Context: an optimization exercise on an open-source flow, tuned for a short achievable clock period and few clock cycles. The choices shown serve that exercise and are no tape-out recipe.
Where RTL was checked, it was by simulation tests only, not by an equivalence proof against the original.
No functional check of the RTL was part of runs 1, 2 and 6.
Power and IR drop assume default switching activity.

==> flow/design.v <==
module smbus_engine #(
    parameter CAP      = 48,    
    parameter FE_DELAY = 2      
) (
    input  wire        clk,
    input  wire        rst,
    input  wire        cmd_valid,
    output wire        cmd_ready,
    input  wire [7:0]  cmd_op,
    input  wire [3:0]  cmd_bus,
    input  wire [7:0]  cmd_addr,
    input  wire [7:0]  cmd_byte,
    input  wire [15:0] cmd_val16,
    input  wire [7:0]  cmd_t,
    input  wire [1:0]  cmd_datw,
    input  wire [1:0]  cmd_datr,
    input  wire        cmd_ed,
    input  wire        cfg_fast,
    input  wire [4:0]  cfg_nbus,
    input  wire [7:0]  cfg_max_retries,
    output wire        res_valid,
    output wire [3:0]  res_code,
    output wire [15:0] res_val,
    output wire [8:0]  res_size,
    output wire [8:0]  res_entry,
    output wire [7:0]  res_attempt,
    output wire        ev_valid,
    output wire [1:0]  ev_kind,
    output wire [1:0]  ev_reg,
    output wire [31:0] ev_wdata,
    input  wire        ev_ready,
    input  wire [31:0] ev_rdata,
    output wire [5:0]  buf_addr,
    output wire        buf_we,
    output wire [7:0]  buf_wdata,
    input  wire [7:0]  buf_rdata
);
    localparam EV_READ = 2'd0, EV_WRITE = 2'd1, EV_WAIT = 2'd2;
    localparam R_NONE = 2'd0, R_REQ = 2'd1, R_CS = 2'd2, R_RESP = 2'd3;
    localparam E_OK = 4'd0, E_FEMPTY = 4'd1, E_ACK = 4'd2, E_TIMEOUT = 4'd3,
               E_BUSCONF = 4'd4, E_FLUSHED = 4'd5, E_TIMISM = 4'd6,
               E_FOVF = 4'd7, E_BUFSMALL = 4'd8, E_SHAPE = 4'd9, E_NOBUS = 4'd12;
    localparam [8:0] ENTRY_NONE = 9'h1FF;
    reg s_idle;    
    reg s_seq;     
    reg s_col;     
    reg s_few;     
    reg s_poll;    
    reg s_pw;      
    reg s_rrd;     
    reg s_rw1;     
    reg s_rwt;     
    reg s_rw2;     
    reg s_done;    
    reg rdy;       
    reg [6:0]  a7;
    reg [3:0]  bus;
    reg [7:0]  cbyte;
    reg [15:0] val16;
    reg [1:0]  tl;
    reg [1:0]  datw, datr;
    reg        ed;
    reg [7:0]  max_retries;
    reg        c_bdw, c_wdw, c_ibr, c_ibw, c_wd, c_byter;
    reg        rdp;            
    reg        r_valid, r_busbad;    
    reg [10:0] budget;
    reg [31:0] w0;
    reg        disc0, fast0;
    reg [5:0]  pss0;
    reg        wlast0, wnlast0;
    reg        p_disc, p_main, p_fast;
    reg [5:0]  pss;
    reg [7:0]  attempt;
    reg        retry;
    reg [2:0]  ioh;            
    reg [5:0]  ip3;            
    reg        wlast;          
    reg        wnlast;         
    reg [5:0]  k;              
    reg [7:0]  krem;           
    reg        klast;          
    reg        kdl;            
    reg        kdone;          
    reg        kstore;         
    reg        sover;          
    reg        k3f;            
    reg        kge4f;          
    reg        noti;           
    reg [3:0]  fe_n;
    reg        fe10;
    reg [8:0]  total;
    reg [10:0] brem;           
    reg        pexp;           
    reg [31:0] cs_v;
    reg [15:0] rv;             
    reg [31:0] w;
    reg [3:0]  kw;
    reg        e_col;          
    reg        e_disc;
    reg [3:0]  err;
    reg [8:0]  err_size;
    reg [8:0]  err_entry;
    reg        evv;
    reg [1:0]  evk, evr;
    reg [31:0] evd;
    reg [5:0]  baddr;
    reg        bwe;
    reg [7:0]  bwd;
    wire hs = evv & ev_ready;
    wire [31:0] rd = ev_rdata;
    wire [7:0] L       = buf_rdata;        
    wire       c_rw    = cmd_op[0];
    wire       c_hi0   = ~(cmd_op[7] | cmd_op[6] | cmd_op[5]);
    wire       c_lo    = c_hi0 & ~cmd_op[4];                     
    wire ck_quick = c_lo & ~cmd_op[3] & ~cmd_op[2] & ~cmd_op[1];
    wire ck_byte  = c_lo & ~cmd_op[3] & ~cmd_op[2] &  cmd_op[1];
    wire ck_bdata = c_lo & ~cmd_op[3] &  cmd_op[2] & ~cmd_op[1];
    wire ck_wdata = c_lo & ~cmd_op[3] &  cmd_op[2] &  cmd_op[1];
    wire ck_block = c_lo &  cmd_op[3] & ~cmd_op[2] &  cmd_op[1];
    wire ck_i2cb  = c_hi0 & cmd_op[4] & ~cmd_op[3] & ~cmd_op[2] & ~cmd_op[1];
    wire ck_valid = (c_lo & (~cmd_op[3] | (~cmd_op[2] & cmd_op[1]))) | ck_i2cb;
    wire ck_blr = ck_block &  c_rw;
    wire ck_ibw = ck_i2cb  & ~c_rw;
    wire ck_ibr = ck_i2cb  &  c_rw;
    wire op_lsel  = cmd_op[4] | (cmd_op[3] & ~c_rw);
    wire L_ge48 = L[7] | L[6] | (L[5] & L[4]);
    wire L_gt60 = L[7] | L[6] | (L[5] & L[4] & L[3] & L[2] & (L[1] | L[0]));
    wire c_shape_bad = op_lsel & (c_rw ? L_gt60 : L_ge48);
    wire [3:0] nb = cfg_nbus[3:0];
    wire [3:0] bb = cmd_bus;
    wire nb_gt = (nb[3] & ~bb[3]) |
                 (~(nb[3] ^ bb[3]) & nb[2] & ~bb[2]) |
                 (~(nb[3] ^ bb[3]) & ~(nb[2] ^ bb[2]) & nb[1] & ~bb[1]) |
                 (~(nb[3] ^ bb[3]) & ~(nb[2] ^ bb[2]) & ~(nb[1] ^ bb[1]) & nb[0] & ~bb[0]);
    wire c_bus_bad   = ~cfg_nbus[4] & ~nb_gt;
    wire c_ok = ck_valid & ~c_bus_bad & ~cmd_addr[7] & ~c_shape_bad;
    wire c_pss2 = ck_byte | (ck_ibw & (L == 8'd0));
    wire [5:0] Lp = L[5:0] + ((cmd_op[4] & ~c_rw) ? 6'd2 : 6'd3);
    reg  [5:0] c_pssk;         
    always @(*) begin
        case (cmd_op[3:0])
            4'h0, 4'h1: c_pssk = 6'd1;
            4'h2, 4'h3: c_pssk = 6'd2;
            4'h4:       c_pssk = 6'd3;
            4'h5, 4'h6: c_pssk = 6'd4;
            4'h7:       c_pssk = 6'd5;
            default:    c_pssk = cfg_fast ? 6'd3 : 6'd4;         
        endcase
    end
    wire [5:0] c_pss = op_lsel ? Lp : c_pssk;
    wire [31:0] c_w0;
    assign c_w0[31:28] = 4'd0;
    assign c_w0[27:24] = cmd_bus;
    assign c_w0[23]    = 1'b1;                                   
    assign c_w0[22]    = 1'b1;                                   
    assign c_w0[21]    = 1'b0;                                   
    assign c_w0[20]    = ck_quick;                               
    assign c_w0[19:18] = cmd_t[1:0];
    assign c_w0[17:16] = ck_quick ? (c_rw ? cmd_datr : cmd_datw) : 2'd0;
    assign c_w0[15]    = 1'b0;                                   
    assign c_w0[14]    = ck_quick & cmd_ed;                      
    assign c_w0[13:8]  = c_pss;                                  
    assign c_w0[7:0]   = {cmd_addr[6:0], c_rw & (ck_quick | ck_byte)};
    reg [10:0] c_budget;
    always @(*) begin
        case (cmd_t)
            8'd0:    c_budget = 11'd5;
            8'd1:    c_budget = 11'd40;
            8'd2:    c_budget = 11'd505;
            8'd3:    c_budget = 11'd1005;
            default: c_budget = 11'd100;
        endcase
    end
    wire n_is1 = ioh[0];
    wire n_is2 = ioh[1];
    wire n_is3 = ioh[2];
    wire [7:0] payload = c_bdw ? val16[7:0] :
                         c_wdw ? (n_is2 ? val16[7:0] : val16[15:8]) :
                                 buf_rdata;
    reg [31:0] nw;
    always @(*) begin
        nw = evd;
        nw[31:28] = evd[31:28] + 4'd1;                                    
        nw[23]    = rdp & n_is2;                                          
        nw[13:8]  = 6'd0;                                                 
        nw[22]    = evd[22] & ~(rdp & n_is3) & ~(rdp & n_is1 & wnlast);   
        if (n_is1)        nw[7:0] = cbyte;
        else if (rdp)     nw[7:0] = {a7, 1'b1};
        else              nw[7:0] = payload;
        nw[20]    = wnlast;                                               
        nw[14]    = wnlast & ed;                                          
        nw[17:16] = wnlast ? (rdp ? datr : datw) : 2'd0;                  
        nw[15]    = p_fast & n_is2;                                       
        nw[21]    = ~(nw[22] | nw[20]);                                   
    end
    wire fe       = rd[31];
    wire tim      = ~noti & ((rd[15] ^ k[3]) | (rd[14] ^ k[2]) | (rd[13] ^ k[1]) | (rd[12] ^ k[0]));
    wire vbad     = rd[10] | rd[9] | rd[8] | rd[11] | rd[30] | tim;
    wire z8       = ~(rd[7] | rd[6] | rd[5] | rd[4] | rd[3] | rd[2] | rd[1] | rd[0]);
    wire c_big    = rd[7] | rd[6] | (rd[5] & rd[4] & rd[3] & rd[2]);       
    wire good     = ~fe & ~vbad & ~sover;
    wire f3last   = k3f & z8;                  
    wire to_few   = fe & ~fe10;
    wire to_main  = good & kdl & ~c_big;
    wire to_done  = good & (kdone | f3last);
    wire to_col   = good & ~klast & ~f3last;
    wire to_rrd   = ~to_few & ~to_main & ~to_done & ~to_col;
    wire [8:0] cur_size = p_fast ? (kge4f ? total : 9'd3) : {3'd0, pss};
    wire store_pass = p_main | p_fast | (~p_disc & c_ibr);
    wire [5:0] soff = (p_main | p_fast) ? 6'd3 : 6'd2;
    wire [5:0] k1 = k + 6'd1;
    wire [5:0]  main_pss = rd[5:0] + 6'd4;
    wire [31:0] main_w0 = {4'd0, bus, 1'b1, 1'b1, 1'b0, 1'b0, tl, 2'd0, 1'b0, 1'b0,
                           main_pss, a7, 1'b0};
    reg [3:0] wcode;
    always @(*) begin
        if (w[31])                                wcode = E_FEMPTY;
        else if (w[10])                           wcode = E_ACK;
        else if (w[9])                            wcode = E_TIMEOUT;
        else if (w[8])                            wcode = E_BUSCONF;
        else if (w[11])                           wcode = E_FLUSHED;
        else if (~noti_w && w[15:12] != kw)       wcode = E_TIMISM;
        else if (w[30])                           wcode = E_FOVF;
        else                                      wcode = E_BUFSMALL;
    end
    reg noti_w;
    wire acc     = s_idle & cmd_valid;
    wire seq_hs  = s_seq & hs;
    wire seq_end = seq_hs & wlast;
    wire col_hs  = s_col & hs;
    wire col_tk  = col_hs & ~fe;               
    wire few_hs  = s_few & hs;
    wire poll_hs = s_poll & hs;
    wire pw_hs   = s_pw & hs;
    wire rrd_hs  = s_rrd & hs;
    wire rw1_hs  = s_rw1 & hs;
    wire rwt_hs  = s_rwt & hs;
    wire rw2_hs  = s_rw2 & hs;
    wire restart = rw2_hs & retry;
    wire main_st = col_tk & kdl;               
    assign cmd_ready   = rdy;
    assign res_valid   = s_done;
    assign res_code    = err;
    assign res_val     = rv;
    assign res_size    = err_size;
    assign res_entry   = err_entry;
    assign res_attempt = attempt;
    assign ev_valid = evv;
    assign ev_kind  = evk;
    assign ev_reg   = evr;
    assign ev_wdata = evd;
    assign buf_addr  = baddr;
    assign buf_we    = bwe;
    assign buf_wdata = bwd;
    always @(posedge clk) begin
        if (rst) begin
            s_idle <= 1'b1;
            rdy    <= 1'b1;
            s_seq  <= 1'b0;
            s_col  <= 1'b0;
            s_few  <= 1'b0;
            s_poll <= 1'b0;
            s_pw   <= 1'b0;
            s_rrd  <= 1'b0;
            s_rw1  <= 1'b0;
            s_rwt  <= 1'b0;
            s_rw2  <= 1'b0;
            s_done <= 1'b0;
            evv    <= 1'b0;
            bwe    <= 1'b0;
            baddr  <= 6'd0;
        end else begin
            s_idle <= (s_idle & ~cmd_valid) | s_done;
            rdy    <= (rdy & ~cmd_valid) | s_done;
            s_seq  <= acc | (s_seq & evv & ~(hs & wlast)) | (col_hs & to_main) | restart;
            s_col  <= (s_col & ~hs) | (col_hs & to_col) | few_hs | (seq_end & ~p_fast) |
                      (poll_hs & ~rd[26]);
            s_few  <= (s_few & ~hs) | (col_hs & to_few);
            s_poll <= (s_poll & ~hs) | (seq_end & p_fast) | pw_hs;
            s_pw   <= (s_pw & ~hs) | (poll_hs & rd[26] & ~pexp);
            s_rrd  <= (s_rrd & ~hs) | (col_hs & to_rrd) | (poll_hs & rd[26] & pexp);
            s_rw1  <= (s_rw1 & ~hs) | rrd_hs;
            s_rwt  <= (s_rwt & ~hs) | rw1_hs;
            s_rw2  <= (s_rw2 & ~hs) | rwt_hs;
            s_done <= (s_seq & ~evv) | (col_hs & to_done) | (rw2_hs & ~retry);
            evv    <= (acc & c_ok) | (evv & ~(col_hs & to_done) & ~(rw2_hs & ~retry));
            bwe    <= col_tk & ~vbad & kstore & ~sover;
            if (s_done | restart)
                baddr <= 6'd0;
            else if (seq_hs)
                baddr <= ioh[0] ? {5'd0, c_ibw} : baddr + 6'd1;
            else if (s_col)
                baddr <= k - soff;
        end
    end
    always @(posedge clk) begin
        if (s_idle) begin
            evk <= EV_WRITE;
            evr <= R_REQ;
        end else if (hs) begin
            evk[1] <= (s_col & to_few) | (s_poll & rd[26] & ~pexp) | s_rw1;
            evk[0] <= (s_seq & ~wlast) | (s_col & to_main) | s_rrd | s_rwt | s_rw2;
            evr[1] <= (s_seq & wlast) | (s_col & ~to_few & ~to_main) | s_few |
                      (s_poll & (~rd[26] | pexp)) | s_pw | s_rrd | s_rwt;
            evr[0] <= (s_seq & ~(wlast & p_fast)) | (s_col & good & ~(kdl & c_big)) | s_few |
                      (s_poll & ~rd[26]) | s_rw2;
        end
        if (rst)
            evd <= 32'd0;
        else if (s_idle | hs) begin
            evd <= ({32{s_idle}} & c_w0) |
                   ({32{s_seq}}  & nw) |
                   ({32{s_col}}  & (fe ? FE_DELAY : main_w0)) |
                   ({32{s_poll}} & 32'd1) |
                   ({32{s_rrd}}  & (rd | 32'hC000_0000)) |
                   ({32{s_rw1}}  & 32'd10) |
                   ({32{s_rwt}}  & ((cs_v | 32'h4000_0000) & 32'h7FFF_FFFF)) |
                   ({32{s_rw2}}  & w0);
        end
    end
    always @(posedge clk) begin
        if (s_idle) begin
            a7          <= cmd_addr[6:0];
            bus         <= cmd_bus;
            cbyte       <= cmd_byte;
            val16       <= cmd_val16;
            tl          <= cmd_t[1:0];
            datw        <= cmd_datw;
            datr        <= cmd_datr;
            ed          <= cmd_ed;
            max_retries <= cfg_max_retries;
            budget      <= c_budget;
            c_bdw       <= ck_bdata & ~c_rw;
            c_wdw       <= ck_wdata & ~c_rw;
            c_ibr       <= ck_ibr;
            c_ibw       <= ck_ibw;
            c_wd        <= ck_wdata;
            c_byter     <= ck_byte & c_rw;
            r_valid     <= ck_valid;
            r_busbad    <= c_bus_bad;
            rdp         <= c_rw;
            w0          <= c_w0;
            pss0        <= c_pss;
            disc0       <= ck_blr & ~cfg_fast;
            fast0       <= ck_blr & cfg_fast;
            wlast0      <= ck_quick;
            wnlast0     <= c_pss2;
        end
        if (rst)
            attempt <= 8'd0;
        else if (s_idle | restart)
            attempt <= s_idle ? 8'd0 : attempt + 8'd1;
        retry <= (err != E_BUFSMALL) && (attempt < max_retries);
        if (s_idle) begin
            pss    <= c_pss;
            p_disc <= ck_blr & ~cfg_fast;
            p_fast <= ck_blr & cfg_fast;
            p_main <= 1'b0;
        end else if (main_st) begin
            pss    <= main_pss;
            p_disc <= 1'b0;
            p_fast <= 1'b0;
            p_main <= 1'b1;
        end else if (restart) begin
            pss    <= pss0;
            p_disc <= disc0;
            p_fast <= fast0;
            p_main <= 1'b0;
        end
        if (s_idle) begin
            ioh    <= 3'b001;
            ip3    <= 6'd3;
            wlast  <= ck_quick;
            wnlast <= c_pss2;
        end else if (main_st) begin
            ioh    <= 3'b001;
            ip3    <= 6'd3;
            wlast  <= 1'b0;
            wnlast <= 1'b0;
        end else if (restart) begin
            ioh    <= 3'b001;
            ip3    <= 6'd3;
            wlast  <= wlast0;
            wnlast <= wnlast0;
        end else if (seq_hs) begin
            ioh    <= {ioh[1:0], 1'b0};
            ip3    <= ip3 + 6'd1;
            wlast  <= wnlast;
            wnlast <= (ip3 == pss);
        end
    end
    always @(posedge clk) begin
        if (seq_end) begin
            k      <= 6'd0;
            krem   <= p_fast ? 8'd255 : {2'd0, pss};
            klast  <= ~p_fast & (pss == 6'd1);
            kdl    <= 1'b0;
            kdone  <= ~p_fast & (pss == 6'd1);
            kstore <= 1'b0;
            sover  <= 1'b0;
            k3f    <= 1'b0;
            kge4f  <= 1'b0;
            noti   <= 1'b0;
        end else if (col_tk) begin
            k      <= k1;
            krem   <= k3f ? rd[7:0] : krem - 8'd1;
            klast  <= k3f ? (rd[7:0] == 8'd1) : (krem == 8'd2);
            kdl    <= ~k3f & (krem == 8'd2) & p_disc;
            kdone  <= k3f ? (rd[7:0] == 8'd1) : (krem == 8'd2) & ~p_disc;
            kstore <= store_pass & (k1 >= soff);
            sover  <= store_pass & (k1 >= soff + CAP);
            k3f    <= p_fast & (k1 == 6'd3);
            kge4f  <= p_fast & (k1 >= 6'd4);
            noti   <= p_fast & (k1 >= 6'd3);
        end
        if (seq_end | col_hs) begin
            fe_n <= (seq_end | ~fe) ? 4'd0 : fe_n + 4'd1;
            fe10 <= ~seq_end & fe & (fe_n == 4'd9);
        end
        if (col_hs & k3f)
            total <= 9'd4 + {1'b0, rd[7:0]};
        if (seq_end | pw_hs) begin
            brem <= seq_end ? budget : brem - 11'd1;
            pexp <= ~seq_end & (brem == 11'd1);
        end
        if (rst)
            rv[7:0] <= 8'd0;
        else if (s_col & (k == (c_byter ? 6'd1 : 6'd3)))
            rv[7:0] <= rd[7:0];
        if (rst | s_idle)
            rv[15:8] <= 8'd0;
        else if (s_col & c_wd & (k == 6'd4))
            rv[15:8] <= rd[7:0];
        if (rst)
            bwd <= 8'd0;
        else if (s_col)
            bwd <= rd[7:0];
        if (s_rrd)
            cs_v <= rd;
    end
    always @(posedge clk) begin
        if (s_col) begin
            w      <= rd;
            kw     <= k[3:0];
            noti_w <= noti;
            e_disc <= p_disc;
        end
        if (s_col | s_poll)
            e_col <= s_col;
        if (rst)
            err <= E_OK;
        else if (s_seq)
            err <= evv ? E_OK : {1'b1, r_valid & r_busbad, 1'b0, ~(r_valid & r_busbad)};
        else if (s_rrd)
            err <= e_col ? wcode : E_TIMEOUT;
        if (rst) begin
            err_size  <= 9'd0;
            err_entry <= 9'd0;
        end else if (s_col) begin
            err_size  <= cur_size;
            err_entry <= {3'd0, k};
        end else if (s_poll) begin
            err_size  <= 9'd3;
            err_entry <= ENTRY_NONE;
        end else if (s_rrd & e_col) begin
            err_entry <= (wcode == E_BUFSMALL && e_disc) ? ENTRY_NONE : {5'd0, kw} | (err_entry & 9'h1F0);
        end
    end
endmodule
==> flow/run.sh <==
#!/bin/bash
# synth_recipe.tcl (not shown) runs the flow's synth.tcl, then flattens the netlist and writes it again
# the make line also repeats each setting of config.mk as NAME=value (left out here)
make -C /OpenROAD-flow-scripts/flow DESIGN_CONFIG=/design/flow/config.mk WORK_HOME=/design/flow/orfs CLKGATE_MAP_FILE= SYNTH_SCRIPT=/design/flow/synth_recipe.tcl finish
==> flow/config.mk <==
export PLATFORM = sky130hd
export DESIGN_NAME = smbus_engine
export DESIGN_NICKNAME = smbus_engine
export VERILOG_FILES = /design/flow/design.v
export SDC_FILE = /design/flow/constraint.sdc
export NUM_CORES = 4
export LEC_CHECK = 0
export ABC_CLOCK_PERIOD_IN_PS = 1500
export CAP_MARGIN = 20
export CORE_MARGIN = 2
export CORE_UTILIZATION = 40
export PLACE_DENSITY = 0.6
export SETUP_SLACK_MARGIN = 3.4
export SLEW_MARGIN = 20
==> flow/constraint.sdc <==
create_clock -name core_clock -period 5.0 [get_ports {clk}]
set_input_delay 1.0000 -clock core_clock [delete_from_list [all_inputs] [get_ports {clk}]]
set_output_delay 1.0000 -clock core_clock [all_outputs]
set_load 0.01 [all_outputs]
==> results of run 1 <==
state kept, by name (all words and copies together) (netlist names), 5 cells and up, named ones only:
register and count:
rv 16, total 9, cbyte 8, max_retries 8, baddr 6, err_size 9, pss 6, evd 32
pss0 5, a7 6, krem 8, k 6, bwd 8, ip3 6, cs_v 30, budget 8
w0 8, attempt 8, val16 16, err_entry 7, brem 11, w 10
layout by cell type, fill, tap and decap left out, drive strengths merged, types with 7 or more instances in the layout:
master,instances
buf,361
edfxtp,174
nor2,144
dfxtp,131
nand2,121
a21oi,95
o21ai,66
clkbuf,61
clkdlybuf4s50,51
inv,51
nor3,42
mux2i,37
nand3,35
xnor2,31
xor2,29
ha,29
a222oi,24
dlygate4sd2,17
a221oi,17
nor4,15
and3,14
a211oi,14
o211ai,11
nand4,11
nor2b,11
and2,10
or3,9
nand2b,9
a31oi,8
a311oi,8
nor3b,8
a22oi,7
a22o,7
logic make-up after synthesis:
| kind of cell | share of synthesized area |
|---|---|
| simple gates | 0.151 |
| mux | 0.0282 |
| compound gates | 0.150 |
| fa+ha+maj | 0.0275 |
| buf+inv | 0.0417 |
| xor+xnor | 0.0393 |
| flops | 0.563 |
path summary, 6_finish.rpt:
check / startpoint / endpoint / slack [ns]
hold / removal: rdy$_SDFF_PP1_ / rdy$_SDFF_PP1_ / 0.46
hold reg to reg: rdy$_SDFF_PP1_ / rdy$_SDFF_PP1_ / 0.46
setup / recovery: evv$_SDFF_PP0_ / ev_valid / 2.99
setup reg to reg: w[31]$_DFFE_PP_ / err_entry[7]$_SDFFE_PP0P_ / 3.18
Yosys cell counts (33+ instances only):
cell      count
a21oi_1      94
clkbuf_1     53
dfxtp_1     131
edfxtp_1    174
inv_1        52
mux2i_1      37
nand2_1     118
nand3_1      33
nor2_1      143
nor3_1       39
o21ai_0      66
cell type report:
type / instances / area [µm²]
fillers: 2680 / 12800
inverters: 53 / 251
clock buffers: 57 / 1090
clock inverters: 7 / 46.3
repair buffers: 440 / 4450
diodes: 1 / 2.50
flip-flops and latches: 305 / 8030
well taps: 455 / 569
repair inverters: 2 / 15.0
multi-input cells: 890 / 7220
power breakdown:
part,switching [mW],internal (mW),leakage (nW)
registers,0.0798,2.74,2.80
logic,0.337,0.310,4.91
clock network,1.04,1.50,0.564
routing by layer:
| metal | GRT usage | up-vias | part of all wire |
|---|---|---|---|
| met5 | 0 | - | 0 |
| met2 | 0.435 | 568 | 0.47 |
| met4 | 0.117 | 0 | 0.045 |
| met1 | 0.361 | 6172 | 0.41 |
| met3 | 0.0491 | 130 | 0.077 |
| li1 | - | 5722 | - |
repair_timing:
| item | 4_1_cts | 5_1_grt |
|---|---|---|
| hold endpoints to repair | 0 | 0 |
| cloned | 8 | 4 |
| pin swaps | 108 | 107 |
| endpoints found under the setup margin | 414 | 265 |
| gates resized for setup | 1021 | 153 |
| setup buffers | 157 | 55 |
per-stage QoR:
stage	utilization	setup slack (ns)	cell area, µm²
after detailed placement	0.495	1.45	17100
after global placement	0.495	1.53	17100
after CTS	0.596	2.99	20500
after global routing	0.629	2.97	21700
after floorplan	-	2.74	15100
final	0.629	2.99	21700
==> qor.csv, run 1 <==
metric,value,unit
WL per Instance,23.1,µm
worst path cell trace,buf_6,
Num Clock Sinks,305,
nets@finish,1871,
Hold WS,0.462,ns
CTS Buf Count,35,
ys async rst share,0,
"Primary FF master, synth",edfxtp_1,
Initial DRT Pass Iterations,8,
Starting Density,0.405,
Via density,5.70,
final WL,51100,µm
initial antenna violation count,1,
Tmin final,2.01,ns
"Max FO, Critical Path",2,
layout cells sized above 1,0.456,
htree depth,2,
Core ar.,34500,µm²
pins over their slew limit,0,
HPWL after DPL,30900,µm
via count,12592,
Max-cap violations,0,
Clock Tree Root,clkbuf_16,
Area Growth Syn to Fin,55.5,%
Critical Path Stages,1,
dominant cell type by area after synthesis,edfxtp_1,
Final Hold Fails,0,
number of flops mapped to enable cells by yosys,174,
Netlist cell types,74,
Final setup viols,0,
GP Congestion,0.855,
largest net degree at the start of global routing,56,
# hold bufs at CTS,0,
Worst IR Drop VDD,0.000190,V
status,timing/DRC/antenna clean,
Iteration-0 DRC Markers,1227,
worst-skew pair later-pin latency,0.53,ns
Hold Crit Class,flip-flop to flip-flop,
CTS tree,done,
# IOs,215,
post-synth top area share,0.375,
DRC,0,
Mapped Area,13900,µm²
die height,191,µm
Placed Cells,1921,
final period utilization,0.403,
unrepaired setup endpoints after global routing,yes,
Tot GR Track Use,0.271,
CP Capture Type,primary output,
Slowest cell on crit path,dfxtp_4,
R2R depth,5,
skew final,0.0205,ns
Overflow after GRT,0,
max incr delay on CP,0.36,ns
Critical Path RT,4.00,ns
normalized max-slew margin,0.613,
Critical path buffers and inverters,1,
Final Instance Count excl. Fillers,2210,
"top cells by area, synth","edfxtp_1 (37%), dfxtp_1 (19%), nor2_1 (3.9%)",
first-pass GRT wire length,74300,µm
Leak,8.27,nW
FP Rows,68,
Tot Pwr,6.00,mW
"Seq/Total Area, Yosys",0.563,
Slew @ Worst Pin,0.580,ns
kind of critical path,flip-flop to primary output,
clk buf depth,3,
vias in the first global route,12214,
ANT nets after route,0,
die extent in x,191,µm
post-synthesis cell count,1328,
die area,36400,µm²
setup TNS,0,ns
Post-Syn Area per Cell,10.5,µm²
synthesized net count,1472,
clock-pin slew on the worst setup and hold paths,0.06,ns
maximum clock rate,497,MHz
Worst setup SP type,flip-flop,
Critical Path AT,1.01,ns
IO buf count,214,
Seq cells post-synth,305,
PwrDens,277,nW/µm²
YS warnings,1,
hold depth,2,
critical path's top delay family,flip-flops,
==> run 2: changes to the inputs <==
--- a/flow/design.v
+++ b/flow/design.v
@@ -52,4 +52,5 @@
     reg s_rwt;     
     reg s_rw2;     
+    reg s_wb;      
     reg s_done;    
     reg rdy;       
@@ -267,4 +268,5 @@
             s_rwt  <= 1'b0;
             s_rw2  <= 1'b0;
+            s_wb   <= 1'b0;
             s_done <= 1'b0;
             evv    <= 1'b0;
@@ -284,5 +286,6 @@
             s_rwt  <= (s_rwt & ~hs) | rw1_hs;
             s_rw2  <= (s_rw2 & ~hs) | rwt_hs;
-            s_done <= (s_seq & ~evv) | (col_hs & to_done) | (rw2_hs & ~retry);
+            s_wb   <= col_hs & to_done & kstore;
+            s_done <= (s_seq & ~evv) | (col_hs & to_done & ~kstore) | s_wb | (rw2_hs & ~retry);
             evv    <= (acc & c_ok) | (evv & ~(col_hs & to_done) & ~(rw2_hs & ~retry));
             bwe    <= col_tk & ~vbad & kstore & ~sover;
==> run 2 against run 1 <==
Effect of this change:
- combinational power barely moved
- design area decreased by 1.1%
- sequential share of layout area rose by 0.52 points
- largest power group unchanged
- worst setup slack lost 0.28 ns
- core utilization shrank 0.68 points
- clock skew fell by 0.0014 ns
- highest routed layer unchanged
- clock-buffer cell count down 5
- still clean on timing, DRC and antenna
- synthesized area is 0.23% higher
- hold slack gained 0.0018 ns
- fmax fell by 12%
==> qor.csv, run 2 <==
metric,value,unit
CTS tree,done,
max FFs per register,32,
ys async rst share,0,
number of flops mapped to enable cells by yosys,174,
WL per Instance,23.7,µm
via count,12744,
GP Congestion,0.849,
Mapped Area,14000,µm²
Netlist cell types,74,
FP Rows,68,
HPWL after DPL,31400,µm
CP Capture Type,flip-flop,
pins over their slew limit,0,
clk buf depth,3,
"Seq/Total Area, Yosys",0.563,
Worst setup SP type,input port,
PwrDens,277,nW/µm²
Final Hold Fails,0,
worst-skew pair later-pin latency,0.52,ns
setup TNS,0,ns
post-synthesis cell count,1328,
Area Growth Syn to Fin,53.4,%
die height,191,µm
placed cell area,17000,µm²
post-synthesis simple-gate area fraction,0.151,
vias in the first global route,12187,
unrepaired setup endpoints after global routing,yes,
final WL,52200,µm
Tmin final,2.29,ns
maximum clock rate,436,MHz
Worst IR Drop VDD,0.000206,V
post-synthesis adder-cell area fraction,0.0274,
# IOs,215,
"top cells by area, synth","edfxtp_1 (37%), dfxtp_1 (19%), nor2_1 (4.1%)",
Num Clock Sinks,306,
CTS Buf Count,36,
synthesized net count,1472,
ANT nets after route,0,
normalized max-slew margin,0.493,
Tot Pwr,5.95,mW
Starting Density,0.405,
Largest regs,"evd x32, cs_v x30",
mux share of post-synthesis cell area,0.0282,
IO buf count,214,
Final setup viols,0,
Critical Path AT,2.73,ns
Overflow after GRT,0,
R2R Setup Slk,2.82,ns
Critical Path RT,5.44,ns
Iteration-0 DRC Markers,1349,
clock-pin slew on the worst setup and hold paths,0.06,ns
die area,36400,µm²
XOR/XNOR Fraction of Synth Area,0.0376,
Clock Tree Root,clkbuf_16,
Leak,8.09,nW
"Primary FF master, synth",edfxtp_1,
status,timing/DRC/antenna clean,
most frequent cells in the layout,"edfxtp_1 (174), buf_4 (151), buf_6 (143)",
skew final,0.0191,ns
nets@finish,1866,
Tot GR Track Use,0.273,
fin area,21400,µm²
kind of critical path,input port to flip-flop,
DRC,0,
largest family of logic cells by synthesized area,simple AND/OR/NAND/NOR gates,
top-count cell post-synth,edfxtp_1,
Via density,5.78,
"most common cell after layout, fill and taps aside",edfxtp_1,
Initial DRT Pass Iterations,7,
largest net degree at the start of global routing,65,
"Most flops, register",evd,
Hold Crit Class,flip-flop to flip-flop,
Max-cap violations,0,
Post-Syn Area per Cell,10.5,µm²
YS warnings,1,
post-synth top area share,0.374,
"Max FO, Critical Path",2,
die extent in x,191,µm
dominant cell type by area after synthesis,edfxtp_1,
initial antenna violation count,2,
Slew @ Worst Pin,0.760,ns
Seq cells post-synth,306,
Synth Area in Compound Gates,0.150,
layout cells sized above 1,0.439,
htree depth,2,
Synth top cells by count,"edfxtp_1 (174), nor2_1 (152), dfxtp_1 (132)",
final period utilization,0.458,
Core ar.,34500,µm²
first-pass GRT wire length,75200,µm
run 2: changes by cell type in the layout (fill, tap and decap cells not counted), moves of 8 or more:
cell and change:
clkbuf_8 -8, nand3_1 +12, a21oi_1 -8, buf_4 -14
o21ai_0 -10, o21ai_1 +10
run 2: layout make-up:
type                    count  area (µm²)
multi-input cells         887        6980
clock inverters            14        76.3
fillers                  2704       13000
repair buffers            434        4440
repair inverters            2        15.0
diodes                      1        2.50
inverters                  55         274
well taps                 455         569
flip-flops and latches    306        8060
clock buffers              52        1020
run 2: cell families after synthesis:
logic type,count (synthesis)
xor gates and xnor gates,60
AOI/OAI and AO/OA,306
and+or+nand+nor,443
DFF,306
adders and majority gates,31
buffers and inverters,143
muxes,39
run 2: worst paths after layout:
| path | depth (start not counted) | end | start |
|---|---|---|---|
| max | 6 | s_done$_SDFF_PP0_ | ev_rdata[30] |
| max reg2reg | 5 | s_done$_SDFF_PP0_ | k3f$_SDFFE_PP0P_ |
| min | 2 | rdy$_SDFF_PP1_ | rdy$_SDFF_PP1_ |
| min reg2reg | 2 | rdy$_SDFF_PP1_ | rdy$_SDFF_PP1_ |
run 2: timing repair:
| item | 4_1_cts | 5_1_grt |
|---|---|---|
| resized for setup | 993 | 129 |
| gates cloned | 9 | 5 |
| hold buffers | 0 | 0 |
| endpoints found under the setup margin | 403 | 287 |
| pin swaps | 103 | 91 |
| buffers inserted | 142 | 64 |
run 2: critical path, cell delays in order:
cell and delay (ns):
buf_6 0.10, or4_4 0.53, nor4_4 0.29, o21ai_4 0.10, or4_1 0.56, a21oi_1 0.17
run 2: stage by stage:
| step | hold WS [ns] | setup slack, ns | cells | util |
|---|---|---|---|---|
| after floorplan | 0.406 | 2.56 | 1328 | - |
| after global placement | 0.444 | 1.73 | 1919 | 0.494 |
| after detailed placement | 0.457 | 1.69 | 1919 | 0.494 |
| after CTS | 0.466 | 2.78 | 2136 | 0.591 |
| after global routing | 0.508 | 2.70 | 2205 | 0.622 |
| final | 0.464 | 2.71 | 2206 | 0.622 |
run 2: metal layers:
metal,global-route usage,part of all wire
met5,0,0
met4,0.0924,0.034
met3,0.0569,0.089
met2,0.447,0.47
met1,0.361,0.40
run 2: where the power goes:
part           total (mW)  leakage (nW)  switching [mW]  internal, mW
clock                2.47         0.543            1.04          1.43
combinational       0.648          4.73           0.338         0.310
sequential           2.83          2.81          0.0806          2.75
==> run 3: changes to the inputs <==
--- a/flow/design.v
+++ b/flow/design.v
@@ -70,5 +70,4 @@
     reg        disc0, fast0;
     reg [5:0]  pss0;
-    reg        wlast0, wnlast0;
     reg        p_disc, p_main, p_fast;
     reg [5:0]  pss;
@@ -76,7 +75,8 @@
     reg        retry;
     reg [2:0]  ioh;            
-    reg [5:0]  ip3;            
-    reg        wlast;          
-    reg        wnlast;         
+    reg [5:0]  ip1;            
+    reg [5:0]  ip2;            
+    wire       wlast  = (ip1 == pss);    
+    wire       wnlast = (ip2 == pss);    
     reg [5:0]  k;              
     reg [7:0]  krem;           
@@ -84,4 +84,6 @@
     reg        kdl;            
     reg        kdone;          
+    reg        kdone_s;        
+    reg        kdone_ns;       
     reg        kstore;         
     reg        sover;          
@@ -137,5 +139,4 @@
     wire c_bus_bad   = ~cfg_nbus[4] & ~nb_gt;
     wire c_ok = ck_valid & ~c_bus_bad & ~cmd_addr[7] & ~c_shape_bad;
-    wire c_pss2 = ck_byte | (ck_ibw & (L == 8'd0));
     wire [5:0] Lp = L[5:0] + ((cmd_op[4] & ~c_rw) ? 6'd2 : 6'd3);
     reg  [5:0] c_pssk;         
@@ -206,4 +207,6 @@
     wire to_main  = good & kdl & ~c_big;
     wire to_done  = good & (kdone | f3last);
+    wire to_wb    = good & (kdone_s | f3last);   
+    wire to_dn    = good & kdone_ns;
     wire to_col   = good & ~klast & ~f3last;
     wire to_rrd   = ~to_few & ~to_main & ~to_done & ~to_col;
@@ -286,6 +289,6 @@
             s_rwt  <= (s_rwt & ~hs) | rw1_hs;
             s_rw2  <= (s_rw2 & ~hs) | rwt_hs;
-            s_wb   <= col_hs & to_done & kstore;
-            s_done <= (s_seq & ~evv) | (col_hs & to_done & ~kstore) | s_wb | (rw2_hs & ~retry);
+            s_wb   <= col_hs & to_wb;
+            s_done <= (s_seq & ~evv) | (col_hs & to_dn) | s_wb | (rw2_hs & ~retry);
             evv    <= (acc & c_ok) | (evv & ~(col_hs & to_done) & ~(rw2_hs & ~retry));
             bwe    <= col_tk & ~vbad & kstore & ~sover;
@@ -348,6 +351,4 @@
             disc0       <= ck_blr & ~cfg_fast;
             fast0       <= ck_blr & cfg_fast;
-            wlast0      <= ck_quick;
-            wnlast0     <= c_pss2;
         end
         if (rst)
@@ -374,22 +375,18 @@
         if (s_idle) begin
             ioh    <= 3'b001;
-            ip3    <= 6'd3;
-            wlast  <= ck_quick;
-            wnlast <= c_pss2;
+            ip1    <= 6'd1;
+            ip2    <= 6'd2;
         end else if (main_st) begin
             ioh    <= 3'b001;
-            ip3    <= 6'd3;
-            wlast  <= 1'b0;
-            wnlast <= 1'b0;
+            ip1    <= 6'd1;
+            ip2    <= 6'd2;
         end else if (restart) begin
             ioh    <= 3'b001;
-            ip3    <= 6'd3;
-            wlast  <= wlast0;
-            wnlast <= wnlast0;
+            ip1    <= 6'd1;
+            ip2    <= 6'd2;
         end else if (seq_hs) begin
             ioh    <= {ioh[1:0], 1'b0};
-            ip3    <= ip3 + 6'd1;
-            wlast  <= wnlast;
-            wnlast <= (ip3 == pss);
+            ip1    <= ip1 + 6'd1;
+            ip2    <= ip2 + 6'd1;
         end
     end
@@ -401,4 +398,6 @@
             kdl    <= 1'b0;
             kdone  <= ~p_fast & (pss == 6'd1);
+            kdone_s  <= 1'b0;
+            kdone_ns <= ~p_fast & (pss == 6'd1);
             kstore <= 1'b0;
             sover  <= 1'b0;
@@ -412,4 +411,6 @@
             kdl    <= ~k3f & (krem == 8'd2) & p_disc;
             kdone  <= k3f ? (rd[7:0] == 8'd1) : (krem == 8'd2) & ~p_disc;
+            kdone_s  <= (k3f ? (rd[7:0] == 8'd1) : (krem == 8'd2) & ~p_disc) & store_pass & (k1 >= soff);
+            kdone_ns <= (k3f ? (rd[7:0] == 8'd1) : (krem == 8'd2) & ~p_disc) & ~(store_pass & (k1 >= soff));
             kstore <= store_pass & (k1 >= soff);
             sover  <= store_pass & (k1 >= soff + CAP);
==> run 3 against run 2 <==
Effect of this change:
- fmax grew 8.9%
- combinational power grew 13%
- worst setup slack improved by 0.19 ns
- sequential power is essentially flat
==> qor.csv, run 3 <==
metric,value,unit
final WL,52500,µm
Overflow after GRT,0,
vias in the first global route,12307,
layout cells sized above 1,0.463,
synthesized net count,1493,
first-pass GRT wire length,75000,µm
# IOs,215,
die area,37300,µm²
Via density,5.77,
WHS Endpoint,evk[1]$_SDFFE_PP0P_,
unrepaired setup endpoints after global routing,yes,
post-synthesis cell count,1348,
GP Congestion,0.897,
FP Rows,69,
ANT nets after route,0,
post-synth top area share,0.361,
Tmin final,2.10,ns
Max-cap violations,0,
die extent in x,193,µm
via count,13066,
fin area,22400,µm²
Tot GR Track Use,0.267,
Core ar.,35400,µm²
top-count cell post-synth,edfxtp_1,
final period utilization,0.421,
max FFs per register,32,
dominant cell type by area after synthesis,edfxtp_1,
Hold Crit Class,flip-flop to flip-flop,
# hold bufs at CTS,0,
Slew @ Worst Pin,0.649,ns
CTS tree,done,
CTS Buf Count,37,
"Most flops, register",evd,
most frequent cells in the layout,"edfxtp_1 (172), buf_4 (170), buf_6 (148)",
critical path's top delay family,simple AND/OR/NAND/NOR gates,
maximum clock rate,475,MHz
hold path start,evk[1]$_SDFFE_PP0P_,
status,timing/DRC/antenna clean,
Mapped Area,14300,µm²
R2R depth,7,
capturing point of the worst reg2reg path,kdone_s$_SDFFE_PP0P_,
"top cells by area, synth","edfxtp_1 (36%), dfxtp_1 (19%), nor2_1 (3.8%)",
ys async rst share,0,
skew final,0.0260,ns
DRC,0,
YS warnings,1,
IO buf count,214,
Critical Path AT,2.57,ns
Worst setup SP type,flip-flop,
Final setup viols,0,
"Max FO, Critical Path",4,
HPWL after DPL,29900,µm
placed cell area,17300,µm²
Num Clock Sinks,311,
number of flops mapped to enable cells by yosys,172,
"Primary FF master, synth",edfxtp_1,
clk buf depth,3,
worst-skew pair later-pin latency,0.53,ns
pins over their slew limit,0,
"Seq/Total Area, Yosys",0.556,
Largest regs,"evd x32, cs_v x30",
largest net degree at the start of global routing,59,
R2R Path Start,p_fast$_DFFE_PP_,
setup TNS,0,ns
max incr delay on CP,0.46,ns
crit-path most repeated cell,or2_4,
diode count,0,
Critical Path RT,5.46,ns
die height,193,µm
Synth top cells by count,"edfxtp_1 (172), nor2_1 (145), dfxtp_1 (139)",
filler cell count,2725,
Seq cells post-synth,311,
Tot Pwr,6.30,mW
CP Capture Type,flip-flop,
initial antenna violation count,1,
Slowest cell on crit path,edfxtp_1,
normalized max-slew margin,0.568,
Leak,8.69,nW
htree depth,2,
Worst IR Drop VDD,0.000209,V
Initial DRT Pass Iterations,6,
Post-Syn Area per Cell,10.6,µm²
R2R Setup Slk,2.90,ns
hold depth,2,
kind of critical path,flip-flop to flip-flop,
"most common cell after layout, fill and taps aside",edfxtp_1,
Final Hold Fails,0,
worst path cell trace,"or2_4, ha_4, a21boi_4, or2_4, o221ai_2, or3b_1, a21oi_2",
nets@finish,1920,
Iteration-0 DRC Markers,1368,
Clock Tree Root,clkbuf_16,
Netlist cell types,82,
Critical path buffers and inverters,0,
Critical Path Stages,7,
WL per Instance,23.2,µm
clock-pin slew on the worst setup and hold paths,0.06,ns
Starting Density,0.404,
PwrDens,281,nW/µm²
Area Growth Syn to Fin,56.7,%
-- run 3: layout make-up --
type                            instances  area [µm²]  area share
Sequential cell                       311        8140       0.363
Multi-Input combinational cell        910        7480       0.334
Clock buffer                           51        1040      0.0464
Timing Repair Buffer                  461        4760       0.212
Tap cell                              461         577      0.0257
Inverter                               54         243      0.0108
Clock inverter                         16         171     0.00765
-- run 3: how the worst max path moves through the flow --
| stage | from | endpoint | slack, ns |
|---|---|---|---|
| after floorplan | cmd_op[0] | pss[4]$_DFFE_PP_ | 2.74 |
| after global placement | ev_rdata[31] | pss[2]$_DFFE_PP_ | 1.66 |
| final | p_fast$_DFFE_PP_ | kdone_s$_SDFFE_PP0P_ | 2.90 |
| after detailed placement | ev_rdata[31] | pss[2]$_DFFE_PP_ | 1.60 |
| after CTS | evd[12]$_SDFFE_PP0P_ | ev_wdata[12] | 2.98 |
| after global routing | p_fast$_DFFE_PP_ | kdone_s$_SDFFE_PP0P_ | 2.91 |
-- run 3: per-layer routing --
metal	part of all wire	wire length (µm)	track usage
met2	0.47	24700	0.425
met1	0.40	21200	0.361
met4	0.036	1890	0.102
met5	0	0	0
met3	0.089	4680	0.0523
-- run 3: worst reg2reg max path, stage by stage (launching register included) --
cell and delay (ns):
edfxtp_1 0.46, or2_4 0.31, ha_4 0.24, a21boi_4 0.18, or2_4 0.14, o221ai_2 0.15, or3b_1 0.41, a21oi_2 0.14
-- run 3: logic make-up after synthesis --
logic type,count (synthesis),share of synthesized area
AOI/OAI and AO/OA,303,0.148
xor gates and xnor gates,76,0.0465
adders and majority gates,32,0.0276
buffers and inverters,139,0.0441
DFF,311,0.556
muxes,39,0.0276
and+or+nand+nor,448,0.151
-- run 3: stage by stage --
step                hold slack (ns)  worst slack (ns)   util  std cells
finish                        0.459              2.90  0.633       2264
global route                  0.485              2.91  0.633       2264
detailed placement            0.449              1.60  0.488       1950
CTS                           0.461              2.98  0.597       2188
global placement              0.444              1.66  0.488       1950
floorplan                     0.437              2.74      -       1348
-- run 3: what timing repair did --
| action | CTS | global route |
|---|---|---|
| gates resized for setup | 1032 | 164 |
| gates cloned | 12 | 5 |
| setup endpoints to repair | 391 | 281 |
| setup buffers | 159 | 71 |
| pin swaps | 139 | 104 |
-- run 3: power by group --
part           internal (mW)  switching, mW
sequential              2.78         0.0700
combinational          0.353          0.378
clock                   1.61           1.11
Testbench counts of run 3, summed over its fixed seeds: cycles 61,597.
==> run 4: changes to the inputs <==
--- a/flow/design.v
+++ b/flow/design.v
@@ -87,4 +87,5 @@
     reg        kdone_ns;       
     reg        kstore;         
+    reg        kstore_n;       
     reg        sover;          
     reg        k3f;            
@@ -401,4 +402,5 @@
             kdone_ns <= ~p_fast & (pss == 6'd1);
             kstore <= 1'b0;
+            kstore_n <= 1'b0;
             sover  <= 1'b0;
             k3f    <= 1'b0;
@@ -411,7 +413,8 @@
             kdl    <= ~k3f & (krem == 8'd2) & p_disc;
             kdone  <= k3f ? (rd[7:0] == 8'd1) : (krem == 8'd2) & ~p_disc;
-            kdone_s  <= (k3f ? (rd[7:0] == 8'd1) : (krem == 8'd2) & ~p_disc) & store_pass & (k1 >= soff);
-            kdone_ns <= (k3f ? (rd[7:0] == 8'd1) : (krem == 8'd2) & ~p_disc) & ~(store_pass & (k1 >= soff));
-            kstore <= store_pass & (k1 >= soff);
+            kdone_s  <= (k3f ? (rd[7:0] == 8'd1) : (krem == 8'd2) & ~p_disc) & kstore_n;
+            kdone_ns <= (k3f ? (rd[7:0] == 8'd1) : (krem == 8'd2) & ~p_disc) & ~kstore_n;
+            kstore <= kstore_n;
+            kstore_n <= store_pass & (k + 6'd2 >= soff);
             sover  <= store_pass & (k1 >= soff + CAP);
             k3f    <= p_fast & (k1 == 6'd3);
--- a/flow/config.mk
+++ b/flow/config.mk
@@ -10,4 +10,6 @@
 export CORE_MARGIN = 2
 export CORE_UTILIZATION = 40
+export CTS_CLUSTER_DIAMETER = 80
+export CTS_CLUSTER_SIZE = 20
 export PLACE_DENSITY = 0.6
 export SETUP_SLACK_MARGIN = 3.4
==> run 4 against run 3 <==
Effect of this change:
- wire length fell by 1.9%
- critical path depth fell by 6
- clock skew barely moved
- die area fell by 0.32%
- still clean on timing, DRC and antenna
- clock power fell by 36%
- first-iteration DRC count fell by 12%
==> qor.csv, run 4 <==
metric,value,unit
CTS Buf Count,20,
Slowest cell on crit path,dfxtp_2,
die extent in x,193,µm
Clock Tree Root,clkbuf_16,
HPWL after DPL,30600,µm
normalized max-slew margin,0.595,
vias in the first global route,12170,
"Max FO, Critical Path",2,
Hold Crit Class,flip-flop to flip-flop,
CTS tree,done,
Iteration-0 DRC Markers,1198,
"top cells by area, synth","edfxtp_1 (36%), dfxtp_1 (20%), nor2_1 (3.8%)",
clk buf depth,3,
die area,37200,µm²
htree depth,1,
via count,12858,
largest net degree at the start of global routing,52,
post-synthesis cell count,1362,
FP Rows,69,
Initial DRT Pass Iterations,6,
highest routed metal layer,met5,
met3 WL post-DR,3740,µm
"Primary FF master, synth",edfxtp_1,
Core ar.,35300,µm²
met2 routed WL,23700,µm
PwrDens,247,nW/µm²
"Seq/Total Area, Yosys",0.559,
maximum clock rate,491,MHz
Via density,5.83,
max FFs per register,32,
status,timing/DRC/antenna clean,
Num Clock Sinks,312,
kind of critical path,flip-flop to primary output,
Final Hold Fails,0,
Mapped Area,14300,µm²
Starting Density,0.404,
Largest regs,"evd x32, cs_v x30",
Worst IR Drop VDD,0.000270,V
dominant cell type by area after synthesis,edfxtp_1,
ANT nets after route,0,
Synth top cells by count,"edfxtp_1 (172), nor2_1 (143), dfxtp_1 (140)",
Final Instance Count excl. Fillers,2207,
CP Capture Type,primary output,
nets@finish,1879,
"most common cell after layout, fill and taps aside",edfxtp_1,
Critical Path RT,4.00,ns
DRC,0,
layout cells sized above 1,0.438,
unrepaired setup endpoints after global routing,yes,
Slew @ Worst Pin,0.605,ns
Post-Syn Area per Cell,10.5,µm²
number of flops mapped to enable cells by yosys,172,
final period utilization,0.408,
final WL,51600,µm
clock-pin slew on the worst setup and hold paths,0.09,ns
most frequent cells in the layout,"edfxtp_1 (172), buf_6 (162), buf_4 (137)",
"Most flops, register",evd,
met1 WL,21600,µm
filler cell count,2793,
first-pass GRT wire length,74500,µm
synthesized net count,1510,
GP Congestion,0.856,
Final setup viols,0,
Overflow after GRT,0,
Area Growth Syn to Fin,51.1,%
worst-skew pair later-pin latency,0.54,ns
Tmin final,2.04,ns
pins over their slew limit,0,
# hold bufs at CTS,0,
Placed Cells,1957,
post-synth top area share,0.362,
ys async rst share,0,
skew final,0.0256,ns
Critical path buffers and inverters,1,
Critical Path AT,1.04,ns
Seq cells post-synth,312,
Tot GR Track Use,0.266,
critical path's top delay family,flip-flops,
initial antenna violation count,2,
Worst setup SP type,flip-flop,
Leak,8.12,nW
IO buf count,214,
YS warnings,1,
setup TNS,0,ns
max incr delay on CP,0.37,ns
Netlist cell types,71,
WL per Instance,23.4,µm
worst path cell trace,buf_6,
top-count cell post-synth,edfxtp_1,
die height,193,µm
# IOs,215,
Max-cap violations,0,
[run 4: changes by cell type after synthesis, moves of 7 or more]
| cell | change |
|---|---|
| a211oi_1 | +11 |
| a21oi_1 | +11 |
| clkbuf_1 | +16 |
| nand2_1 | -12 |
| nor3_1 | +8 |
| o221a_2 | -7 |
[run 4: worst paths after layout]
check                                          from                    end  slack (ns)  cells after the start
worst min register to register       rdy$_SDFF_PP1_         rdy$_SDFF_PP1_        0.46                      2
worst min-delay path                 rdy$_SDFF_PP1_         rdy$_SDFF_PP1_        0.46                      2
worst max register to register     pss[4]$_DFFE_PP_  fe_n[1]$_SDFFCE_PN0P_        3.00                      8
worst max-delay path            err[0]$_SDFFE_PP0P_            res_code[0]        2.96                      1
[run 4: cell type report]
class                      instances  area [µm²]  area share
timing repair buffer             421        4340       0.202
multi-input combinational        923        7580       0.352
sequential                       312        8180       0.380
inverter                          53         235      0.0109
clock inverter                     3        31.3     0.00145
clock buffer                      33         591      0.0274
tap                              461         577      0.0268
antenna                            1        2.50    0.000116
[run 4: routing by layer]
layer,global-route usage,vias to the layer above
li1,-,5797
met1,0.366,6311
met2,0.414,602
met3,0.0418,146
met4,0.120,2
met5,0,-
[run 4: report_power, final]
group / internal [mW] / switching, mW / leakage, nW
Sequential: 2.78 / 0.0650 / 2.87
Clock: 0.824 / 0.911 / 0.300
Combinational: 0.345 / 0.391 / 4.95
[run 4: cell families (layout without fill, tap and decap cells)]
logic type                 Yosys count  count (layout)  synth area share
and+or+nand+nor                    449             464             0.151
AOI/OAI and AO/OA                  319             319             0.152
DFF                                312             312             0.559
buffers and inverters              142             510            0.0397
xor gates and xnor gates            70              70            0.0430
muxes                               37              37            0.0262
adders and majority gates           33              33            0.0290
other                                0               1                 0
[run 4: per-stage QoR]
step                      power [mW]  setup slack [ns]   util  hold slack [ns]  cell area (µm²)
final                           5.32              2.96  0.610            0.461            21500
after detailed placement        3.41              1.56  0.490            0.446            17300
after global placement          3.40              1.60  0.490            0.443            17300
after floorplan                 3.15              2.88      -            0.435            15300
after CTS                       5.27              2.95  0.581            0.460            20500
after global routing            5.48              2.94  0.610            0.476            21500
[run 4: what timing repair did]
| item | in CTS | in global routing |
|---|---|---|
| endpoints found under the setup margin | 404 | 298 |
| gates resized for setup | 1038 | 154 |
| setup buffers | 148 | 46 |
| pin swaps | 115 | 117 |
| gates cloned | 17 | 2 |
Testbench counts of run 4, summed over its fixed seeds: cycles 61,597.
==> run 5: changes to the inputs <==
--- a/flow/config.mk
+++ b/flow/config.mk
@@ -10,6 +10,4 @@
 export CORE_MARGIN = 2
 export CORE_UTILIZATION = 40
-export CTS_CLUSTER_DIAMETER = 80
-export CTS_CLUSTER_SIZE = 20
 export PLACE_DENSITY = 0.6
 export SETUP_SLACK_MARGIN = 3.4
==> run 5 against run 4 <==
Effect of this change:
- register-to-register slack gained 0.03 ns
- sequential share of layout area down 1.1 points
- design area increased by 2.9%
- still clean
- non-clock buffer count did not move
- clock skew is 0.0074 ns lower
- first-iteration DRC count grew 6.3%
- sequential power about the same
==> qor.csv, run 5 <==
metric,value,unit
status,timing/DRC/antenna clean,
Initial DRT Pass Iterations,6,
Critical path buffers and inverters,1,
hold depth,2,
worst-skew pair later-pin latency,0.52,ns
Num Clock Sinks,312,
most frequent cells in the layout,"edfxtp_1 (172), buf_6 (153), buf_4 (139)",
post-synth top area share,0.362,
Seq cells post-synth,312,
Synth top cells by count,"edfxtp_1 (172), nor2_1 (143), dfxtp_1 (140)",
layout cells sized above 1,0.451,
R2R depth,7,
final design utilization,0.628,
DRC,0,
ys async rst share,0,
Leak,8.40,nW
diode count,0,
first-pass GRT wire length,74900,µm
# IOs,215,
Worst IR Drop VDD,0.000218,V
clk buf depth,3,
"Max FO, Critical Path",4,
die height,193,µm
Core ar.,35300,µm²
final WL,51800,µm
max incr delay on CP,0.38,ns
pins over their slew limit,0,
Post-Syn Area per Cell,10.5,µm²
Final setup viols,0,
Area Growth Syn to Fin,55.5,%
Netlist cell types,71,
maximum clock rate,499,MHz
Multi-input gate area,7640,µm²
die extent in x,193,µm
Via density,5.75,
Tmin final,2.01,ns
largest net degree at the start of global routing,52,
"most common cell after layout, fill and taps aside",edfxtp_1,
via count,12858,
final period utilization,0.401,
FP Rows,69,
Critical Path RT,4.00,ns
Slew @ Worst Pin,0.595,ns
hold path start,p_main$_SDFFE_PP0P_,
dominant cell type by area after synthesis,edfxtp_1,
IO buf count,214,
critical path's top delay family,flip-flops,
number of flops mapped to enable cells by yosys,172,
worst path cell trace,buf_6,
Final Hold Fails,0,
Mapped Area,14300,µm²
"Seq/Total Area, Yosys",0.559,
Clock Tree Root,clkbuf_16,
Tot GR Track Use,0.269,
clock-pin slew on the worst setup and hold paths,0.06,ns
Worst setup SP type,flip-flop,
WL per Instance,23.2,µm
max FFs per register,32,
"top cells by area, synth","edfxtp_1 (36%), dfxtp_1 (20%), nor2_1 (3.8%)",
nets@finish,1896,
YS warnings,1,
Hold Crit Class,flip-flop to flip-flop,
Max-cap violations,0,
"Primary FF master, synth",edfxtp_1,
unrepaired setup endpoints after global routing,yes,
die area,37200,µm²
# hold bufs at CTS,0,
Starting Density,0.404,
post-synthesis cell count,1362,
Overflow after GRT,0,
setup TNS,0,ns
normalized max-slew margin,0.602,
WHS Endpoint,p_main$_SDFFE_PP0P_,
Critical Path AT,1.01,ns
vias in the first global route,12362,
ANT nets after route,0,
PwrDens,282,nW/µm²
R2R Path Start,pss[4]$_DFFE_PP_,
HPWL after DPL,30600,µm
"Most flops, register",evd,
filler cell count,2705,
CTS Buf Count,37,
skew final,0.0183,ns
synthesized net count,1510,
register area,8180,µm²
top-count cell post-synth,edfxtp_1,
Largest regs,"evd x32, cs_v x30",
CP Capture Type,primary output,
htree depth,2,
R2R Setup Slk,3.03,ns
Iteration-0 DRC Markers,1273,
Slowest cell on crit path,dfxtp_4,
GP Congestion,0.856,
initial antenna violation count,3,
kind of critical path,flip-flop to primary output,
CTS tree,done,
capturing point of the worst reg2reg path,kdone_ns$_DFFE_PP_,
run 5: layout make-up:
| type | instances | share of cell area |
|---|---|---|
| Multi-Input combinational cell | 923 | 0.344 |
| Clock inverter | 6 | 0.00265 |
| Timing Repair Buffer | 421 | 0.196 |
| Inverter | 53 | 0.0106 |
| Sequential cell | 312 | 0.369 |
| Clock buffer | 62 | 0.0517 |
| Tap cell | 461 | 0.0260 |
run 5: per-stage QoR:
step                      worst slack [ns]  cell area (µm²)  total power [mW]  hold WS [ns]  cells
after floorplan                       2.88            15300              3.15         0.435   1362
after global placement                1.60            17300              3.40         0.443   1957
after detailed placement              1.56            17300              3.41         0.446   1957
after CTS                             2.98            21200              6.23         0.456   2193
after global routing                  2.97            22200              6.44         0.471   2238
final                                 2.99            22200              6.26         0.456   2238
run 5: worst max-delay path by stage:
stage	slack, ns	from	to	cells past startpoint
final	2.99	err_entry[7]$_SDFFE_PP0P_	res_entry[8]	1
after detailed placement	1.56	ev_rdata[31]	pss[1]$_DFFE_PP_	4
after CTS	2.98	err_entry[7]$_SDFFE_PP0P_	res_entry[8]	1
after floorplan	2.88	cmd_op[0]	pss[4]$_DFFE_PP_	10
after global placement	1.60	ev_rdata[31]	p_disc$_DFFE_PP_	4
after global routing	2.97	err_entry[7]$_SDFFE_PP0P_	res_entry[7]	1
run 5: kinds of logic (layout without fill, tap and decap cells):
group,count (synthesis),after routing,share of synthesized area
AO/OA/AOI/OAI,319,319,0.152
buffers and inverters,142,542,0.0397
multiplexers,37,37,0.0262
AND/OR/NAND/NOR,449,464,0.151
XOR/XNOR,70,70,0.0430
flip-flops,312,312,0.559
adder cells (fa/ha/maj),33,33,0.0290
run 5: what timing repair did:
| item | CTS | global route |
|---|---|---|
| setup buffers | 151 | 43 |
| pin swaps | 113 | 98 |
| setup endpoints to repair | 404 | 301 |
| gates resized for setup | 1055 | 157 |
| cloned | 17 | 2 |
run 5: metal layers:
layer | vias up | wire length [µm] | track usage
li1 | 5837 | - | -
met3 | 142 | 4420 | 0.0598
met4 | 6 | 2450 | 0.114
met1 | 6254 | 21300 | 0.359
met2 | 619 | 23700 | 0.420
met5 | - | 34 | 0
run 5: report_power, final:
| part | internal [mW] | total (mW) | switching [mW] |
|---|---|---|---|
| Clock | 1.61 | 2.68 | 1.07 |
| Sequential | 2.79 | 2.85 | 0.0664 |
| Combinational | 0.342 | 0.728 | 0.386 |
| Total | 4.74 | 6.26 | 1.52 |
==> run 6: changes to the inputs <==
--- a/flow/design.v
+++ b/flow/design.v
@@ -107,4 +107,5 @@
     reg [8:0]  err_entry;
     reg        evv;
+    reg        evv_o;          
     reg [1:0]  evk, evr;
     reg [31:0] evd;
@@ -112,5 +113,5 @@
     reg        bwe;
     reg [7:0]  bwd;
-    wire hs = evv & ev_ready;
+    wire hs = ev_ready;
     wire [31:0] rd = ev_rdata;
     wire [7:0] L       = buf_rdata;        
@@ -184,9 +185,10 @@
     reg [31:0] nw;
     always @(*) begin
-        nw = evd;
-        nw[31:28] = evd[31:28] + 4'd1;                                    
+        nw[31:28] = ip1[3:0];                                             
+        nw[27:24] = bus;                                                  
+        nw[19:18] = tl;                                                   
         nw[23]    = rdp & n_is2;                                          
         nw[13:8]  = 6'd0;                                                 
-        nw[22]    = evd[22] & ~(rdp & n_is3) & ~(rdp & n_is1 & wnlast);   
+        nw[22]    = ~rdp | (n_is1 & ~wnlast) | n_is2;                     
         if (n_is1)        nw[7:0] = cbyte;
         else if (rdp)     nw[7:0] = {a7, 1'b1};
@@ -232,5 +234,5 @@
     reg noti_w;
     wire acc     = s_idle & cmd_valid;
-    wire seq_hs  = s_seq & hs;
+    wire seq_hs  = s_seq & evv & hs;
     wire seq_end = seq_hs & wlast;
     wire col_hs  = s_col & hs;
@@ -252,5 +254,5 @@
     assign res_entry   = err_entry;
     assign res_attempt = attempt;
-    assign ev_valid = evv;
+    assign ev_valid = evv_o;
     assign ev_kind  = evk;
     assign ev_reg   = evr;
@@ -275,4 +277,5 @@
             s_done <= 1'b0;
             evv    <= 1'b0;
+            evv_o  <= 1'b0;
             bwe    <= 1'b0;
             baddr  <= 6'd0;
@@ -293,4 +296,5 @@
             s_done <= (s_seq & ~evv) | (col_hs & to_dn) | s_wb | (rw2_hs & ~retry);
             evv    <= (acc & c_ok) | (evv & ~(col_hs & to_done) & ~(rw2_hs & ~retry));
+            evv_o  <= (acc & c_ok) | (evv_o & ~(col_hs & to_done) & ~(rw2_hs & ~retry));
             bwe    <= col_tk & ~vbad & kstore & ~sover;
             if (s_done | restart)
==> run 6 against run 5 <==
Effect of this change:
- design area rose by 2.2%
- critical path depth is the same
- clock power shrank 7%
- critical endpoint is now ev_valid
- largest power group unchanged
- wire length up 1.4%
- register-to-register slack gained 0.03 ns
==> qor.csv, run 6 <==
metric,value,unit
die extent in x,193,µm
pins over their slew limit,0,
vias in the first global route,12698,
XOR/XNOR Fraction of Synth Area,0.0474,
Clock Tree Root,clkbuf_16,
skew final,0.0268,ns
mux share of post-synthesis cell area,0.0331,
dominant cell type by area after synthesis,edfxtp_1,
ys async rst share,0,
"top cells by area, synth","edfxtp_1 (36%), dfxtp_1 (20%), nor2_1 (4.5%)",
worst path cell trace,buf_6,
Clk pwr share,0.402,
Hold Crit Class,flip-flop to flip-flop,
via count,13109,
unrepaired setup endpoints after global routing,yes,
Critical path buffers and inverters,1,
setup TNS,0,ns
"Most flops, register",evd,
Critical Path Stages,1,
"most common cell after layout, fill and taps aside",edfxtp_1,
post-synthesis cell count,1382,
max incr delay on CP,0.36,ns
Synth top cells by count,"edfxtp_1 (172), nor2_1 (172), dfxtp_1 (140)",
maximum clock rate,497,MHz
first-pass GRT wire length,76200,µm
Tmin final,2.01,ns
Core ar.,35500,µm²
"Primary FF master, synth",edfxtp_1,
Seq cells post-synth,312,
status,timing/DRC/antenna clean,
kind of critical path,flip-flop to primary output,
sw frac,0.250,
Hold WS,0.463,ns
nets@finish,1949,
GP Congestion,0.863,
CTS tree,done,
post-synthesis simple-gate area fraction,0.163,
YS warnings,1,
Area Growth Syn to Fin,57.8,%
Netlist cell types,71,
Initial DRT Pass Iterations,8,
CP Capture Type,primary output,
Final setup viols,0,
CTS Buf Count,36,
Setup WS post-layout,2.99,ns
critical path's top delay family,flip-flops,
Num Clock Sinks,312,
Final Hold Fails,0,
number of flops mapped to enable cells by yosys,172,
post-synth top area share,0.360,
HPWL after DPL,31400,µm
Via density,5.73,
worst-skew pair later-pin latency,0.53,ns
IO buf count,214,
Tot Pwr,6.21,mW
clk buf depth,3,
ANT nets after route,0,
Place WS,1.74,ns
Max-cap violations,0,
Synth Area in Compound Gates,0.132,
Slew @ Worst Pin,0.498,ns
"Seq/Total Area, Yosys",0.555,
Critical Path AT,1.01,ns
normalized max-slew margin,0.663,
largest family of logic cells by synthesized area,simple AND/OR/NAND/NOR gates,
Overflow after GRT,0,
post-synthesis adder-cell area fraction,0.0279,
WL per Instance,23.0,µm
fin area,22700,µm²
htree depth,2,
Tot GR Track Use,0.263,
Net Sw Power,1.55,mW
Leak,8.61,nW
Critical Path RT,4.00,ns
PwrDens,274,nW/µm²
die height,193,µm
max FFs per register,32,
Slowest cell on crit path,dfxtp_4,
Post-Syn Area per Cell,10.4,µm²
hold depth,2,
die area,37400,µm²
most frequent cells in the layout,"edfxtp_1 (172), buf_6 (160), buf_4 (158)",
largest net degree at the start of global routing,77,
placed cell area,17500,µm²
P_int,4.66,mW
part of the power in registers,0.462,
FP Rows,69,
Iteration-0 DRC Markers,982,
final period utilization,0.402,
DRC,0,
combinational share of power,0.136,
Starting Density,0.405,
Largest regs,"evd x32, cs_v x30",
"Max FO, Critical Path",2,
final WL,52500,µm
synthesized net count,1529,
layout cells sized above 1,0.461,
Worst setup SP type,flip-flop,
filler cell count,2667,
initial antenna violation count,0,
# IOs,215,
Mapped Area,14400,µm²
R2R depth,6,
Worst IR Drop VDD,0.000197,V
clock-pin slew on the worst setup and hold paths,0.06,ns
==> run 6: changes by cell type in the layout (fill, tap and decap cells not counted), moves of 9 or more <==
cell,delta
nor2_1,+28
a21oi_1,-19
nor3_1,+11
buf_12,+9
clkdlybuf4s50_1,+13
dlygate4sd2_1,-12
buf_4,+19
a22oi_1,+10
a222oi_1,-16
mux2i_1,+11
nand3_1,+19
==> run 6: cells by family (layout without fill, tap and decap cells) <==
group                    count (synthesis)  after routing
flip-flops                             312            312
buffers and inverters                  142            574
adder cells (fa/ha/maj)                 32             32
other                                    0              1
AO/OA/AOI/OAI                          278            279
XOR/XNOR                                76             76
multiplexers                            47             47
AND/OR/NAND/NOR                        495            507
==> run 6: metrics by stage <==
step | cells | utilization
final | 2289 | 0.638
after floorplan | 1382 | -
after global routing | 2288 | 0.638
after global placement | 1992 | 0.492
after CTS | 2216 | 0.598
after detailed placement | 1992 | 0.492
==> run 6: final cells by class <==
type | instances | area, µm² | share of cell area
multi-input cells | 941 | 7780 | 0.344
flip-flops and latches | 312 | 8200 | 0.362
repair buffers | 455 | 4750 | 0.210
clock inverters | 9 | 77.6 | 0.00342
diodes | 1 | 2.50 | 0.000110
well taps | 461 | 577 | 0.0255
clock buffers | 54 | 1010 | 0.0446
inverters | 56 | 251 | 0.0111
==> run 6: worst paths after layout <==
kind	to	startpoint	slack [ns]
worst max-delay path	ev_valid	evv_o$_SDFF_PP0_	2.99
worst min-delay path	s_done$_SDFF_PP0_	s_wb$_SDFF_PP0_	0.46
worst max register to register	klast$_DFFE_PP_	pss[5]$_DFFE_PP_	3.06
worst min register to register	s_done$_SDFF_PP0_	s_wb$_SDFF_PP0_	0.46
==> run 6: power groups by stage <==
stage	clock network (mW)	registers (mW)	logic [mW]
2_1_floorplan	0	2.93	0.286
3_3_place_gp	0	2.94	0.529
3_5_place_dp	0	2.94	0.536
4_1_cts	2.52	2.87	0.738
5_1_grt	2.63	2.87	0.885
6_report	2.50	2.87	0.844
==> run 6: metal layers <==
layer / track usage / routed length [µm] / share of wire
met1: 0.342 / 21100 / 0.40
met2: 0.423 / 24900 / 0.47
met3: 0.0556 / 4280 / 0.081
met4: 0.116 / 2250 / 0.043
met5: 0 / 0 / 0
==> run 6: what timing repair did <==
action                     in CTS  in global routing
gates cloned                   17                  2
pin swaps                     129                124
hold buffers                    0                  0
resized for setup            1092                188
setup buffers                 144                 70
setup endpoints to repair     379                297

-- re-timing with driven ports --
Ports are ideal in the flow. The routed layouts listed here were re-timed in OpenROAD.
Step 1, drivers: a clkbuf_16 drives clk and a buf_2 each remaining input, both assumed.
Step 2 also shifts input and output timing later by t, the mid clock arrival at the registers, as if the neighbouring blocks saw the same clock.
a / b / c = ideal / step 1 / step 2; a / b = the first two.
run	shift t [ns]	setup slack, ns	latest minus earliest clock arrival (ns)	worst slew at a driven data input, ns	cell pins on the clock port's net
run 1	0.572	2.986 / 2.933 / 2.502	0.021 / 0.021	0.11	1
run 2	0.563	2.708 / 2.728 / 2.165	0.020 / 0.020	0.13	1
run 3	0.575	2.895 / 2.895 / 2.564	0.026 / 0.026	0.11	1
run 4	0.583	2.962 / 2.907 / 2.553	0.027 / 0.027	0.10	1
run 5	0.565	2.994 / 2.943 / 2.534	0.022 / 0.021	0.10	1
run 6	0.575	2.988 / 2.931 / 2.442	0.030 / 0.030	0.08	1
After both steps every run listed still meets setup and hold. The setup slack of run 6, which loses most, moves by -0.057 ns with the drivers and by -0.546 ns with both steps.
